What follows belongs to an exercise in optimizing a design on an open flow for small area, a short achievable clock period and few clock cycles; a production flow would make more cautious choices.
No functional check of the RTL was part of any run shown here.
Power and IR drop assume default switching activity.

===== design/flow/run.sh =====
#!/bin/bash
# synth_recipe.tcl (not shown) runs the flow's synth.tcl, then flattens the netlist and writes it again
# the make line also repeats each setting of config.mk as NAME=value (left out here)
make -C /OpenROAD-flow-scripts/flow DESIGN_CONFIG=/design/flow/config.mk WORK_HOME=/design/flow/orfs CLKGATE_MAP_FILE= SYNTH_SCRIPT=/design/flow/synth_recipe.tcl finish

===== design/flow/config.mk =====
export PLATFORM = sky130hd
export DESIGN_NAME = mctp_tx
export DESIGN_NICKNAME = mctp_tx
export VERILOG_FILES = /design/flow/design.v
export SDC_FILE = /design/flow/constraint.sdc
export NUM_CORES = 4
export LEC_CHECK = 0
export CAP_MARGIN = 20
export CORE_MARGIN = 2
export CORE_UTILIZATION = 40
export SLEW_MARGIN = 20

===== design/flow/constraint.sdc =====
create_clock -name core_clock -period 5.0 [get_ports {clk}]
set_input_delay 1.0000 -clock core_clock [delete_from_list [all_inputs] [get_ports {clk}]]
set_output_delay 1.0000 -clock core_clock [all_outputs]
set_load 0.01 [all_outputs]

===== design/flow/design.v =====
module mctp_tx (
    input  wire        clk,
    input  wire        rst,           
    input  wire        start_valid,
    output wire        start_ready,
    input  wire [12:0] cfg_len,       
    input  wire [7:0]  cfg_mtu,       
    input  wire [31:0] cfg_addr,      
    input  wire        cfg_to,        
    input  wire        cfg_pec_xor,   
    input  wire        cfg_mic,       
    input  wire        in_valid,
    output wire        in_ready,
    input  wire [7:0]  in_data,
    output reg         out_valid,
    input  wire        out_ready,
    output reg  [7:0]  out_data,
    output reg         out_sop,       
    output reg         out_eop        
);
    function [7:0] crc8_byte(input [7:0] c, input [7:0] b);
        integer i;
        reg [7:0] x;
        begin
            x = c ^ b;
            for (i = 0; i < 8; i = i + 1)
                x = x[7] ? ((x << 1) ^ 8'h07) : (x << 1);
            crc8_byte = x;
        end
    endfunction
    function [31:0] crc32_byte(input [31:0] c, input [7:0] b);
        integer i;
        reg [31:0] x;
        begin
            x = c ^ {24'd0, b};
            for (i = 0; i < 8; i = i + 1)
                x = x[0] ? ((x >> 1) ^ 32'h82F63B78) : (x >> 1);
            crc32_byte = x;
        end
    endfunction
    localparam [3:0] S_PAY = 4'd8, S_PEC = 4'd9;
    reg        idle;        
    reg [3:0]  st;          
    reg [31:0] addr;
    reg        to_bit;
    reg        pec_xor;
    reg        mic;
    reg [7:0]  m1;          
    reg [13:0] q;           
    reg [7:0]  p;           
    reg [2:0]  micn;        
    reg        first_pkt;
    reg        last_pkt;
    reg [1:0]  seq;
    reg [7:0]  crc8;
    reg [31:0] crc32;
    reg        fb_pend;     
    reg        fin;         
    reg        in_rdy;
    reg        skid_v;
    reg [7:0]  skid;
    reg        skid_sop;
    reg        skid_eop;
    wire        adv      = !out_valid || out_ready;
    wire        acc      = in_valid && in_rdy;
    wire [13:0] d        = q + {6'h3F, ~m1};           
    wire        p_lt     = (p[7:3] == 5'd0) && (p[2:0] <  micn);
    wire        p_le     = (p[7:3] == 5'd0) && (p[2:0] <= micn);
    wire        p_zero   = (p == 8'd0);
    wire        empty    = (p == 8'hFF);
    wire [7:0]  ctrl     = {first_pkt, last_pkt, seq, to_bit, 3'd3};
    wire [7:0]  mic_byte = ~crc32[7:0];
    wire        hdr      = !idle && !st[3];
    wire        pay      = !idle && st[3] && !st[0];
    wire        pec      = !idle && st[3] && st[0];
    reg         prod;
    reg  [7:0]  pb;
    reg         psop, peop;
    always @(*) begin
        prod = 1'b0;
        pb   = 8'h00;
        psop = 1'b0;
        peop = 1'b0;
        if (!skid_v) begin
            if (hdr) begin
                prod = 1'b1;
                psop = (st[2:0] == 3'd0);
                case (st[2:0])
                3'd0: pb = addr[7:0];
                3'd1: pb = 8'h0F;
                3'd2: pb = p + 8'd6;
                3'd3: pb = addr[15:8];
                3'd4: pb = 8'h01;
                3'd5: pb = addr[23:16];
                3'd6: pb = addr[31:24];
                default: pb = ctrl;
                endcase
            end else if (pay) begin
                prod = acc || !fin;
                pb   = fin ? in_data : mic_byte;
            end else if (pec) begin
                prod = 1'b1;
                peop = 1'b1;
                pb   = crc8 ^ ((pec_xor && first_pkt && last_pkt) ? m1 : 8'd0);
            end
        end
    end
    assign start_ready = idle;
    assign in_ready    = in_rdy;
    always @(posedge clk) begin
        if (rst) begin
            out_valid <= 1'b0;
            skid_v    <= 1'b0;
        end else if (adv) begin
            if (skid_v) begin
                out_valid <= 1'b1;
                out_data  <= skid;
                out_sop   <= skid_sop;
                out_eop   <= skid_eop;
                skid_v    <= 1'b0;
            end else begin
                out_valid <= prod;
                out_data  <= pb;
                out_sop   <= psop;
                out_eop   <= peop;
            end
        end else if (prod) begin
            skid     <= pb;
            skid_sop <= psop;
            skid_eop <= peop;
            skid_v   <= 1'b1;
        end
    end
    always @(posedge clk) begin
        if (rst) begin
            idle   <= 1'b1;
            in_rdy <= 1'b0;
        end else begin
            if (idle) begin
                if (start_valid) begin
                    idle      <= 1'b0;
                    st        <= 4'd0;
                    addr      <= cfg_addr;
                    to_bit    <= cfg_to;
                    pec_xor   <= cfg_pec_xor;
                    mic       <= cfg_mic;
                    m1        <= cfg_mtu - 8'd1;
                    q         <= {1'b0, cfg_len} + (cfg_mic ? 14'd3 : 14'h3FFF);
                    first_pkt <= 1'b1;
                    seq       <= 2'd0;
                    crc32     <= 32'hFFFFFFFF;
                end
            end else if (prod) begin
                if (hdr) begin
                    st <= st + 4'd1;
                    case (st[2:0])
                    3'd0: last_pkt <= d[13];
                    3'd1: begin
                        if (last_pkt) begin
                            p <= q[7:0];
                            q <= 14'h3FFF;
                        end else begin
                            p <= m1;
                            q <= d;
                        end
                        fb_pend <= last_pkt && first_pkt;
                        if (last_pkt && first_pkt)
                            m1 <= 8'd0;
                    end
                    3'd2: micn <= (mic && (q[13] || (q[12:2] == 11'd0 && q[1:0] != 2'd3)))
                                  ? 3'd3 - q[2:0] : 3'd0;
                    3'd4: crc8 <= crc8_byte(8'd0, 8'h01);
                    3'd5: crc8 <= crc8_byte(crc8, addr[23:16]);
                    3'd6: crc8 <= crc8_byte(crc8, addr[31:24]);
                    3'd7: begin
                        crc8 <= crc8_byte(crc8, ctrl);
                        st   <= empty ? S_PEC : S_PAY;
                        fin  <= !p_lt;
                    end
                    default: ;
                    endcase
                end else if (pay) begin
                    crc8 <= crc8_byte(crc8, pb);
                    if (fin) begin
                        crc32 <= crc32_byte(crc32, in_data);
                        if (fb_pend) begin
                            m1      <= in_data;
                            fb_pend <= 1'b0;
                        end
                    end else begin
                        crc32 <= {8'd0, crc32[31:8]};
                    end
                    p   <= p - 8'd1;
                    fin <= fin && !p_le;
                    if (p_zero)
                        st <= S_PEC;
                end else begin
                    first_pkt <= 1'b0;
                    seq       <= seq + 2'd1;
                    st        <= 4'd0;
                    if (last_pkt)
                        idle <= 1'b1;
                end
            end
            in_rdy <= !(skid_v ? !adv : (prod && !adv)) &&
                      (pay ? (prod ? (fin && !p_le && !p_zero) : fin)
                           : (hdr && st[2:0] == 3'd7 && prod && !empty && !p_lt));
        end
    end
endmodule

==> impl_results.md, run 1 <==
- Core area: 23500 sq um
- Final global-route overflow total: 0
- # rows: 56
- Period utilisation layout: 68.8%
- Clock latency on the worst-skew pair: 440 ps
- Leak: 4.00 nW
- H-tree Lvls: 4
- Largest net degree at the start of global routing: 55
- Port Buffer Count: 81
- Most frequent cell after synthesis: edfxtp_1
- Fmax: 0.291 GHz
- Clk_skew: 13.3 ps
- GRT Util Overall: 19.8%
- Cell family with most CP delay: XOR/XNOR gates
- Synth cell types: 73
- Critical Path RT: 5150 ps
- Die area: 25200 sq um
- Hold Vio Cnt, Final: 0
- Top-area cell type share of the netlist area: 43.3%
- Worst EP arrival: 3590 ps
- Critical-path cell list: inv_1 > ha_1 > and2_1 > a22oi_1 > o2111ai_1 > o2111ai_1 > xor2_1 > xnor2_1 > xor2_1 > a32oi_1
- Worst IR drop on VDD: 0.227 mV
- Post-Route WL: 24400 um
- Critical path type: flip-flop to flip-flop
- Root Buffer: clkbuf_16
- Post_cts resized: 0
- Reg clk slew, reported paths: 60 ps
- Post-synth EDFFs: 138
- Hold_buf cts: 0
- Vias in the first global route: 6770
- Post-Layout Cell Count: 1311
- TritonCTS clock tree: built
- Syn-to-layout area delta: 17.5%
- CP max FO: 12
- CTS Buf Count: 17
- Syn. warnings: 1
- Register area share after synthesis: 44.1%
- Clk sink count: 142
- Mean Syn Cell Area: 10.5 sq um
- Asr flop ratio synth: 0%
- Initial Util: 40.8%
- Slew HR: 34.2%
- Residual DRC count: 0
- DR iter-0 viols: 487
- CP peak stage delay: 520 ps
- Clk pwr share: 32.7%
- Final ANT Viol Nets: 0
- Min setup slack post-route: 1560 ps
- Status: complete, no violations
- Ant. Diodes: 0
- Die W: 159 um
- Area leader, netlist: edfxtp_1
- Total number of vias: 7037
- Share of layout cells above drive strength 1: 7.26%
- Synthesized area: 9570 sq um
- Sw Pwr: 0.00118 W
- Final Setup Violations: 0
- Post-layout total power: 0.00384 W
- First-pass GRT wire length: 37700 um
- Switching part of the total: 30.7%
- Fin nets: 1083
- Synth cell count leaders: 138 x edfxtp_1, 117 x xnor2_1, 78 x a21oi_1, 66 x nand2_1, 58 x xor2_1
- Routability congestion estimate: 0.901
- Final min period: 3440 ps
- Hold Crit Class: flip-flop to flip-flop
- Chip height: 159 um
- Avg Vias per Cell: 5.37
- Cells after Synth: 913
- Max-capacitance violation count: 0
- Crit. End Element: flip-flop
- DP Cell Count: 1278
- Power Dens Cells: 342 nW/um^2
- Crit start category: flip-flop
- RSZ-0062 raised after global routing: no
- Initial antenna violation count: 0
- IO Pins: 82
- CP Buf/Inv Count: 1
- Post-Route Setup TNS: 0 ps
- Max Buffers Root-to-Sink: 2
- Synthesized Nets: 1017
- Slew @ Worst Pin: 987 ps
- Initial DRT Pass Iterations: 5
- Sequential Power Share: 38.2%
- Most common flop cell mapped by yosys: edfxtp_1
- Max Slew Vio Count: 0
- Internal power: 0.00266 W
- Synth top area cells: edfxtp_1 43%, xnor2_1 11%, xor2_1 5.3%
- Comb pwr share: 29.0%
- Crit-path slowest cell: and2_1
- Routed wire length per instance: 18.6 um
- Post-CTS Setup Inserts: 0
- Post-detail-place hpwl: 18200 um
- FF+latch count, synth: 142
- Place WS: 1180 ps
[cell type report]
cell class,instances,area [sq um]
Tap cell,319,399
Timing Repair Buffer,90,891
Inverter,33,124
Clock buffer,18,429
Multi-Input combinational cell,695,5030
Clock inverter,14,145
Fill cell,2149,12200
Sequential cell,142,4220
[worst reg2reg max path, cell delays in order (launching register included)]
cell and delay [ps]:
edfxtp_1 480, inv_1 140, ha_1 410, and2_1 520
a22oi_1 220, o2111ai_1 130, o2111ai_1 350, xor2_1 280
xnor2_1 350, xor2_1 220, a32oi_1 70
[per-stage QoR]
step | hold WS [ps] | util, % | instance area (sq um)
final | 524 | 47.9 | 11200
after global routing | 543 | 47.9 | 11200
after CTS | 525 | 47.8 | 11200
after detailed placement | 510 | 45.3 | 10600
after global placement | 502 | 45.3 | 10600
after floorplan | 494 | - | 9570
[power groups by stage]
stage,combinational (W),clock (W),sequential (W)
final,0.00112,0.00126,0.00147
after global routing,0.00122,0.00132,0.00148
after CTS,0.00112,0.00128,0.00147
after detailed placement,0.00111,0,0.00149
after global placement,0.00110,0,0.00149
after floorplan,0.000845,0,0.00147
[cell families after synthesis]
group,after synthesis,synth area share (%)
AND/OR/NAND/NOR,226,11.6
AO/OA/AOI/OAI,237,15.6
buffers and inverters,76,3.44
adder cells (fa/ha/maj),35,4.65
XOR/XNOR,190,19.8
flip-flops,142,44.1
multiplexers,7,0.758
[worst paths after layout]
check	from	depth (start not counted)	slack (ps)	to
max	st[0]	10	1560	crc8[1]
min	skid[5]	2	520	out_data[5]
min reg2reg	skid[5]	2	520	out_data[5]
max reg2reg	st[0]	10	1560	crc8[1]
[per-layer routing]
layer	track usage [%]	part of all wire [%]	vias to the layer above
li1	-	-	3438
met1	27.1	46	3389
met2	32.1	47	182
met3	3.86	5.0	28
met4	5.28	1.8	0
met5	0	0	-
[cell usage in the layout, fill, tap and decap left out, types with 9 or more instances in the layout]
| cell type | instances |
|---|---|
| inv_1 | 32 |
| o21a_1 | 9 |
| clkdlybuf4s50_1 | 81 |
| nor3_1 | 17 |
| a21o_1 | 14 |
| nor2b_1 | 13 |
| nand2b_1 | 15 |
| nor2_1 | 49 |
| ha_1 | 34 |
| edfxtp_1 | 138 |
| xnor2_1 | 117 |
| o21ai_0 | 55 |
| a22oi_1 | 15 |
| xor2_1 | 58 |
| and3_1 | 23 |
| nand2_1 | 66 |
| a21oi_1 | 78 |
| clkbuf_16 | 17 |
[state kept, by name, summed over array words and instances, names as in the netlist, 2 cells and up]
name      flops
p             8
micn          3
addr         32
skid          8
crc8          8
crc32        32
st            4
seq           2
m1            8
q            14
out_data      8
==> inputs of run 2 (changes only) <==
--- a/design/flow/config.mk
+++ b/design/flow/config.mk
@@ -8,4 +8,5 @@
 export CAP_MARGIN = 20
 export CORE_MARGIN = 2
 export CORE_UTILIZATION = 40
+export SETUP_SLACK_MARGIN = 2.6
 export SLEW_MARGIN = 20
==> impl_results.md, run 2 <==
- Status: complete, no violations
- Clk sink count: 142
- Die W: 159 um
- Critical path type: flip-flop to flip-flop
- CP peak stage delay: 460 ps
- Critical-path cell list: buf_4 > nor2b_2 > and2_0 > a21oi_1 > nand3_1 > o311ai_4 > xnor2_2 > xnor3_1 > o22ai_1
- Most frequent cells in the layout: 138 x edfxtp_1, 84 x buf_4, 83 x xnor2_1, 64 x clkdlybuf4s50_1, 61 x nand2_1
- Synth cell count leaders: 138 x edfxtp_1, 117 x xnor2_1, 78 x a21oi_1, 66 x nand2_1, 58 x xor2_1
- Hold Vio Cnt, Final: 0
- Worst EP arrival: 2910 ps
- Mean Syn Cell Area: 10.5 sq um
- Final Setup Violations: 0
- FF+latch count, synth: 142
- Max-capacitance violation count: 0
- Biggest regs: addr: 32 flops, crc32: 32 flops, q: 14 flops
- Top-area cell type share of the netlist area: 43.3%
- Final ANT Viol Nets: 0
- Residual DRC count: 0
- Initial antenna violation count: 0
- Reg clk slew, reported paths: 60 ps
- Syn-to-layout area delta: 41.5%
- Share of layout cells above drive strength 1: 28.9%
- Port Buffer Count: 81
- Leak: 5.05 nW
- Synthesized area: 9570 sq um
- Asr flop ratio synth: 0%
- Worst IR drop on VDD: 0.222 mV
- Register area share after synthesis: 44.1%
- Avg Vias per Cell: 5.43
- Slew HR: 27.9%
- Fin nets: 1204
- Syn. warnings: 1
- Clk_skew: 11.3 ps
- CP max FO: 6
- Max Slew Vio Count: 0
- Crit-path slowest cell: edfxtp_1
- Hold Crit Class: flip-flop to flip-flop
- CTS Buf Count: 17
- Most frequent cell after synthesis: edfxtp_1
- Routed wire length per instance: 19.7 um
- Cells after Synth: 913
- Post-Route Setup TNS: 0 ps
- Hold_buf cts: 0
- RSZ-0062 raised after global routing: yes
- IO Pins: 82
- Total number of vias: 7760
- First-pass GRT wire length: 42000 um
- Most common library cell in the layout ignoring fill and taps: edfxtp_1
- Max Buffers Root-to-Sink: 2
- Root Buffer: clkbuf_16
- Most common flop cell mapped by yosys: edfxtp_1
- GRT Util Overall: 22.2%
- # rows: 56
- Power Dens Cells: 334 nW/um^2
- Ant. Diodes: 0
- Initial DRT Pass Iterations: 4
- Fill cells: 1925
- Post-Route WL: 28200 um
- Chip height: 159 um
- Synth cell types: 73
- Die area: 25200 sq um
- Crit. End Element: flip-flop
- Period utilisation layout: 55.6%
- Vias in the first global route: 7678
- TritonCTS clock tree: built
- Critical Path RT: 5130 ps
- Synth top area cells: edfxtp_1 43%, xnor2_1 11%, xor2_1 5.3%
- Final min period: 2780 ps
- Largest net degree at the start of global routing: 55
- Synthesized Nets: 1017
- Core area: 23500 sq um
- Routability congestion estimate: 0.876
- Slew @ Worst Pin: 1070 ps
- Post-synth EDFFs: 138
- Final global-route overflow total: 0
- Fmax: 0.360 GHz
- Post-detail-place hpwl: 18400 um
- H-tree Lvls: 4
- Post-layout total power: 0.00452 W
- Area leader, netlist: edfxtp_1
- Clock latency on the worst-skew pair: 430 ps
- DR iter-0 viols: 562
- Crit start category: flip-flop
- Initial Util: 40.8%
run 2: changes by cell type in the layout (fill, tap and decap cells not counted), moves of 9 or more:
cell and delta:
buf_4 +76, xnor2_1 -34, buf_6 +31, xnor2_2 +21, a21oi_1 -18, o21ai_0 -18
clkdlybuf4s50_1 -17, o21ai_1 +15, a21oi_2 +14, buf_12 +14, xnor2_4 +13, ha_1 -12
ha_4 +10, xor2_1 -9
run 2: power breakdown:
part / leakage [nW] / internal [W] / switching (W)
Combinational: 3.49 / 0.000933 / 0.000834
Clock: 0.273 / 0.000773 / 0.000505
Sequential: 1.29 / 0.00141 / 0.0000589
run 2: worst max-delay path, delay by kind of cell, from the launching register on:
kind / cells / cell delay [ps]
AO/OA/AOI/OAI: 3 / 410
AND/OR/NAND/NOR: 3 / 910
buffers and inverters: 1 / 180
flip-flops: 1 / 460
XOR/XNOR: 2 / 530
run 2: logic make-up after synthesis:
family / synth area share, %
DFF: 44.1
AOI/OAI and AO/OA: 15.6
muxes: 0.758
adders and majority gates: 4.65
buffers and inverters: 3.44
xor gates and xnor gates: 19.8
and+or+nand+nor: 11.6
run 2: what timing repair did:
action | CTS | global route
setup endpoints to repair | 199 | 135
gates resized for setup | 166 | 71
cloned | 3 | 0
pin swaps | 77 | 63
setup buffers | 86 | 36
run 2: layout make-up:
class                           count  area, sq um  share of cell area [%]
Clock buffer                       21          440                    3.25
Clock inverter                      9          120                   0.887
Multi-Input combinational cell    697         6130                    45.3
Tap cell                          319          399                    2.95
Inverter                           33          136                    1.01
Timing Repair Buffer              209         2090                    15.4
Sequential cell                   142         4230                    31.2
run 2: through the flow:
stage	util, %	instances	worst slack, ps	area (sq um)	hold slack [ps]
4_1_cts	54.9	1394	2190	12900	521
6_report	57.7	1430	2220	13500	520
2_1_floorplan	-	913	2130	9910	494
5_1_grt	57.7	1430	2100	13500	530
3_5_place_dp	46.6	1275	1170	10900	509
3_3_place_gp	46.6	1275	1270	10900	503
run 2: path summary, 6_finish.rpt:
check / slack, ps / end / depth (start not counted) / startpoint
setup / recovery: 2220 / crc8[3] / 9 / st[0]
hold / removal: 520 / out_data[5] / 2 / skid[5]
setup reg to reg: 2220 / crc8[3] / 9 / st[0]
hold reg to reg: 520 / out_data[5] / 2 / skid[5]
run 2: metal layers:
metal  vias to the layer above  global-route usage [%]  share of wire [%]
met5                         -                       0                  0
met4                         0                    6.22                2.3
met3                        50                    4.74                5.0
met2                       245                    37.4                 50
met1                      3792                    28.9                 43
li1                       3673                       -                  -
==> inputs of run 3 (changes only) <==
==> design/flow/flow/run.sh (new file) <==
#!/bin/bash
# The standard layout (standard.sh: the standard flow's synthesis and ORFS flow), with the
# port buffers made of sky130_fd_sc_hd__buf_2 cells instead of the default
# delay-buffer cells. make's full output goes to flow_make.log.
set -euo pipefail
export BUFFER_PORTS_ARGS="-buffer_cell sky130_fd_sc_hd__buf_2"
bash standard.sh > flow_make.log 2>&1
==> design/flow/standard.sh (new file) <==
#!/bin/bash
# synth_recipe.tcl (not shown) runs the flow's synth.tcl, then flattens the netlist and writes it again
# the make line also repeats each setting of config.mk as NAME=value (left out here)
make -C /OpenROAD-flow-scripts/flow DESIGN_CONFIG=/design/flow/config.mk WORK_HOME=/design/flow/orfs CLKGATE_MAP_FILE= SYNTH_SCRIPT=/design/flow/synth_recipe.tcl "${@:-finish}"
--- a/design/flow/config.mk
+++ b/design/flow/config.mk
@@ -8,5 +8,4 @@
 export CAP_MARGIN = 20
 export CORE_MARGIN = 2
 export CORE_UTILIZATION = 40
-export SETUP_SLACK_MARGIN = 2.6
 export SLEW_MARGIN = 20
removed: design/flow/run.sh
==> impl_results.md, run 3 <==
- Status: complete, no violations
- Final min period: 3620 ps
- # rows: 56
- Residual DRC count: 0
- Chip height: 159 um
- First-pass GRT wire length: 38600 um
- Fmax: 0.276 GHz
- Max-capacitance violation count: 0
- Post-detail-place hpwl: 18400 um
- CP max FO: 21
- Final global-route overflow total: 0
- Slew @ Worst Pin: 1100 ps
- Post-CTS Setup Inserts: 0
- Syn. warnings: 1
- GRT Util Overall: 20.5%
- Max Slew Vio Count: 0
- Critical path type: flip-flop to flip-flop
- Biggest regs: addr: 32 flops, crc32: 32 flops, q: 14 flops
- Synthesized area: 9570 sq um
- Vias in the first global route: 6959
- Crit-path slowest cell: edfxtp_1
- Syn-to-layout area delta: 13.6%
- Cell family with most CP delay: compound AO/OA/AOI/OAI gates
- Hold Vio Cnt, Final: 0
- Synth cell count leaders: 138 x edfxtp_1, 117 x xnor2_1, 78 x a21oi_1, 66 x nand2_1, 58 x xor2_1
- Area of the multi-input gates: 5020 sq um
- Post-synth EDFFs: 138
- Share of layout cells above drive strength 1: 15.5%
- Hold Crit Class: flip-flop to flip-flop
- Fill cells: 2199
- Most frequent cells in the layout: 138 x edfxtp_1, 117 x xnor2_1, 81 x buf_2, 78 x a21oi_1, 66 x nand2_1
- Area leader, netlist: edfxtp_1
- Die W: 159 um
- Final Setup Violations: 0
- Initial DRT Pass Iterations: 5
- Sequential cell area: 4220 sq um
- Reg clk slew, reported paths: 70 ps
- Most common flop cell mapped by yosys: edfxtp_1
- Routability congestion estimate: 0.920
- Critical-path cell list: inv_1 > ha_1 > nor4_2 > or2b_1 > a211o_1 > nand2_1 > o311ai_1 > xnor2_1 > xnor3_1 > o22ai_1
- Cells after Synth: 913
- Synth cell types: 73
- Port Buffer Count: 81
- Post-Route WL: 24800 um
- Largest net degree at the start of global routing: 54
- Die area: 25200 sq um
- Root Buffer: clkbuf_16
- CP peak stage delay: 730 ps
- Hold_buf cts: 0
- Power Dens Cells: 357 nW/um^2
- Crit start category: flip-flop
- RSZ-0062 raised after global routing: no
- Total number of vias: 7069
- Max Buffers Root-to-Sink: 2
- Routed wire length per instance: 18.9 um
- DR iter-0 viols: 591
- Most common library cell in the layout ignoring fill and taps: edfxtp_1
- FF+latch count, synth: 142
- Post-Route Setup TNS: 0 ps
- Worst IR drop on VDD: 0.234 mV
- Fin nets: 1083
- Clk_skew: 8.91 ps
- Final ANT Viol Nets: 0
- Initial antenna violation count: 0
- TritonCTS clock tree: built
- Most frequent cell after synthesis: edfxtp_1
- Critical Path RT: 5280 ps
- Leak: 4.02 nW
- Crit. End Element: flip-flop
- Register area share after synthesis: 44.1%
- Core area: 23500 sq um
- Mean Syn Cell Area: 10.5 sq um
- DP Cell Count: 1278
- Ant. Diodes: 0
- CP Buf/Inv Count: 1
- Asr flop ratio synth: 0%
- Clock latency on the worst-skew pair: 440 ps
- Top-area cell type share of the netlist area: 43.3%
- Clk sink count: 142
- CTS Buf Count: 17
- Synthesized Nets: 1017
- IO Pins: 82
- Worst EP arrival: 3900 ps
- H-tree Lvls: 4
- Period utilisation layout: 72.4%
- Slew HR: 26.0%
- Synth top area cells: edfxtp_1 43%, xnor2_1 11%, xor2_1 5.3%
- Post-Layout Cell Count: 1311
- Initial Util: 40.8%
- Post_cts resized: 0
- Avg Vias per Cell: 5.39
==> run 3: final cells by class <==
cell class / count / share of cell area [%]
multi-input combinational: 695 / 46.2
clock buffer: 17 / 3.91
timing repair buffer: 90 / 4.54
sequential: 142 / 38.9
tap: 319 / 3.67
inverter: 33 / 1.14
clock inverter: 15 / 1.63
==> run 3: logic make-up after synthesis <==
kind of cell	share of synthesized area, %
compound gates	15.6
xor+xnor	19.8
fa+ha+maj	4.65
buf+inv	3.44
flops	44.1
mux	0.758
simple gates	11.6
==> run 3: worst register-to-register path, delay by kind of cell (launching register included) <==
family | cells | cell delay, ps
AOI/OAI and AO/OA | 3 | 760
DFF | 1 | 730
and+or+nand+nor | 3 | 730
xor gates and xnor gates | 2 | 640
adders and majority gates | 1 | 380
buffers and inverters | 1 | 220
==> run 3: metrics by stage <==
stage | worst slack, ps | utilization (%) | cell area (sq um) | total power [W] | hold WS (ps)
finish | 1380 | 46.3 | 10900 | 0.00388 | 529
global route | 1120 | 46.3 | 10900 | 0.00407 | 559
CTS | 1410 | 46.2 | 10800 | 0.00389 | 535
detailed placement | 1430 | 43.6 | 10200 | 0.00257 | 518
global placement | 1550 | 43.6 | 10200 | 0.00255 | 504
floorplan | 1880 | - | 9570 | 0.00232 | 494
==> run 3: worst paths after layout <==
check | from | endpoint | slack [ps] | depth (start not counted)
max | st[2] | crc8[3] | 1380 | 10
min | skid[6] | out_data[6] | 530 | 2
max reg2reg | st[2] | crc8[3] | 1380 | 10
min reg2reg | skid[6] | out_data[6] | 530 | 2
==> run 3: layer usage <==
layer / vias to the layer above / GRT usage (%) / wire (um)
li1: 3434 / - / -
met3: 33 / 4.41 / 1410
met1: 3393 / 27.9 / 11300
met2: 209 / 32.3 / 11500
met4: 0 / 7.46 / 620
met5: - / 0 / 0
==> run 3: where the power goes <==
group / total [W] / internal [W] / switching (W)
sequential: 0.00147 / 0.00141 / 0.0000611
combinational: 0.00108 / 0.000481 / 0.000597
clock: 0.00133 / 0.000752 / 0.000576
==> inputs of run 4 (changes only) <==
--- a/design/flow/config.mk
+++ b/design/flow/config.mk
@@ -8,4 +8,6 @@
 export CAP_MARGIN = 20
 export CORE_MARGIN = 2
 export CORE_UTILIZATION = 40
+export SETUP_SLACK_MARGIN = 2.7
 export SLEW_MARGIN = 20
+export TNS_END_PERCENT = 10
==> impl_results.md, run 4 <==
- Worst EP arrival: 3010 ps
- Most frequent cell after synthesis: edfxtp_1
- Clock latency on the worst-skew pair: 430 ps
- Most common flop cell mapped by yosys: edfxtp_1
- Routed wire length per instance: 18.8 um
- Critical Path RT: 5140 ps
- Post-Route Setup TNS: 0 ps
- Met3 Usage GRT: 3.84%
- Switching part of the total: 32.3%
- RSZ-0062 raised after global routing: yes
- Final ANT Viol Nets: 0
- Final core utilization: 49.3%
- Crit start category: flip-flop
- Post-detail-place hpwl: 18400 um
- Crit. End Element: flip-flop
- Internal power: 0.00267 W
- Avg Vias per Cell: 5.43
- Initial Util: 40.8%
- Residual DRC count: 0
- M1 GR Usage: 28.3%
- Fin nets: 1125
- Mean Syn Cell Area: 10.5 sq um
- DR iter-0 viols: 642
- Routability congestion estimate: 0.894
- Syn-to-layout area delta: 21.0%
- Most common library cell in the layout ignoring fill and taps: edfxtp_1
- Register area share after synthesis: 44.1%
- Slew @ Worst Pin: 997 ps
- Slew HR: 33.0%
- Synth cell count leaders: 138 x edfxtp_1, 117 x xnor2_1, 78 x a21oi_1, 66 x nand2_1, 58 x xor2_1
- Status: complete, no violations
- Area leader, netlist: edfxtp_1
- Period utilisation layout: 57.3%
- Max Slew Vio Count: 0
- First-pass GRT wire length: 38600 um
- Ant. Diodes: 0
- Asr flop ratio synth: 0%
- Initial antenna violation count: 0
- Reg clk slew, reported paths: 70 ps
- Final global-route overflow total: 0
- Synth cell types: 73
- TritonCTS clock tree: built
- FF+latch count, synth: 142
- Die W: 159 um
- Initial DRT Pass Iterations: 5
- Final min period: 2870 ps
- Biggest regs: addr: 32 flops, crc32: 32 flops, q: 14 flops
- Vias in the first global route: 6927
- Synth top area cells: edfxtp_1 43%, xnor2_1 11%, xor2_1 5.3%
- Syn. warnings: 1
- Top-area cell type share of the netlist area: 43.3%
- Synthesized Nets: 1017
- IO Pins: 82
- Most frequent cells in the layout: 138 x edfxtp_1, 112 x xnor2_1, 80 x buf_2, 70 x a21oi_1, 65 x nand2_1
- Core area: 23500 sq um
- Synthesized area: 9570 sq um
- Fmax: 0.349 GHz
- Hold_buf cts: 0
- Cells after Synth: 913
- Max-capacitance violation count: 0
- CTS Buf Count: 17
- Hold Vio Cnt, Final: 0
- Clk sink count: 142
- Met2 Resource Use GR: 32.7%
- Fill cells: 2164
- Max Buffers Root-to-Sink: 2
- CP max FO: 7
- Leak: 4.31 nW
- GRT Util Overall: 20.5%
- Sw Pwr: 0.00127 W
- # rows: 56
- Largest net degree at the start of global routing: 55
- Port Buffer Count: 81
- Hold Crit Class: flip-flop to flip-flop
- Top Usage Layer GRT: met2
- Comb pwr share: 30.5%
- Share of layout cells above drive strength 1: 24.0%
- Critical path type: flip-flop to flip-flop
- Final Setup Violations: 0
- Sequential Power Share: 37.4%
- Chip height: 159 um
- Clk_skew: 11.6 ps
- Root Buffer: clkbuf_16
- Die area: 25200 sq um
- Worst IR drop on VDD: 0.195 mV
- Post-Route WL: 25400 um
- Clk pwr share: 32.1%
- Post-synth EDFFs: 138
- H-tree Lvls: 4
- Total number of vias: 7351
- Power Dens Cells: 340 nW/um^2
[run 4: cell counts after synthesis]
Identical to the previous run, type by type.
[run 4: cell families (layout without fill, tap and decap cells)]
| logic type | Yosys count | count (layout) | share of synthesized area [%] |
|---|---|---|---|
| compound gates | 237 | 237 | 15.6 |
| mux | 7 | 7 | 0.758 |
| simple gates | 226 | 226 | 11.6 |
| buf+inv | 76 | 197 | 3.44 |
| xor+xnor | 190 | 190 | 19.8 |
| fa+ha+maj | 35 | 35 | 4.65 |
| flops | 142 | 142 | 44.1 |
[run 4: timing repair]
action | CTS | global route
setup endpoints to repair | 128 | 131
pin swaps | 20 | 15
setup buffers | 30 | 12
gates resized for setup | 52 | 21
cloned | 0 | 0
[run 4: path summary, 6_finish.rpt]
kind | to | cells after the start | from | slack (ps)
worst max register to register | crc8[5] | 12 | st[0] | 2130
worst min-delay path | out_data[1] | 1 | skid[1] | 530
worst max-delay path | crc8[5] | 12 | st[0] | 2130
worst min register to register | out_data[1] | 1 | skid[1] | 530
[run 4: stage by stage]
stage                     std cells  worst slack, ps  total power [W]  cell area [sq um]  hold WS, ps
after floorplan                 913             2130          0.00233               9650          494
after global placement         1278             1500          0.00257              10300          505
after detailed placement       1279             1470          0.00258              10300          509
after CTS                      1341             2250          0.00390              11400          524
after global routing           1353             2060          0.00412              11600          547
final                          1353             2130          0.00394              11600          525
[run 4: power by group through the flow]
stage,Combinational (W),Clock (W),Sequential (W)
2_1_floorplan,0.000855,0,0.00147
3_3_place_gp,0.00107,0,0.00150
3_5_place_dp,0.00109,0,0.00150
4_1_cts,0.00116,0.00128,0.00147
5_1_grt,0.00131,0.00134,0.00148
6_report,0.00120,0.00126,0.00147
[run 4: layer usage]
metal	routed length (um)	share of wire (%)	vias up
met2	12000	47	211
li1	-	-	3511
met5	0	0	-
met3	1250	4.9	35
met1	11600	46	3594
met4	534	2.1	0
[run 4: final cells by class]
cell class | instances | area (sq um) | area share (%)
timing repair buffer | 132 | 858 | 7.41
inverter | 33 | 131 | 1.13
clock inverter | 15 | 151 | 1.31
multi-input combinational | 695 | 5390 | 46.5
clock buffer | 17 | 425 | 3.67
tap | 319 | 399 | 3.45
sequential | 142 | 4230 | 36.5
[run 4: critical path, stage by stage (launching register included)]
cell and delay [ps]:
edfxtp_1 410, buf_6 150, buf_6 110, ha_4 190, nor4_4 320, nand2_2 170
o221a_2 320, o211ai_1 210, xnor2_1 170, buf_4 150, buf_4 120, xnor2_1 150
o22ai_1 90

[re-timing with driven ports]
How much do the figures lean on ideal ports? The routed layouts below were timed once more, with nothing changed but the port constraints. Step 1 assumes that a clkbuf_16 drives the clock port and a buf_2 every other input. Step 2 times the ports against the registers' clock, not the clock port: input delays grow and output delays shrink by t, the midpoint of the rising clock arrivals with the driver on. Slacks: ideal ports / drivers / drivers and shift; pairs: ideal ports / drivers.
| run | t (ns) | setup slack, ns | worst setup path at the end | slew at the worst register clock pin (ns) | pins driven straight from the clock port |
|---|---|---|---|---|---|
| run 1 | 0.472 | 1.558 / 1.558 / 1.158 | input to register | 0.07 / 0.07 | 1 |
| run 2 | 0.462 | 2.220 / 2.220 / 1.882 | input to register | 0.07 / 0.07 | 1 |
| run 3 | 0.487 | 1.379 / 1.379 / 1.379 | register to register | 0.07 / 0.07 | 1 |
| run 4 | 0.471 | 2.135 / 2.135 / 1.750 | input to register | 0.07 / 0.07 | 1 |
After both steps every run listed still meets setup and hold. For run 1, which loses most, drivers alone change the setup slack by 0.000 ns; drivers and shift together by -0.400 ns.
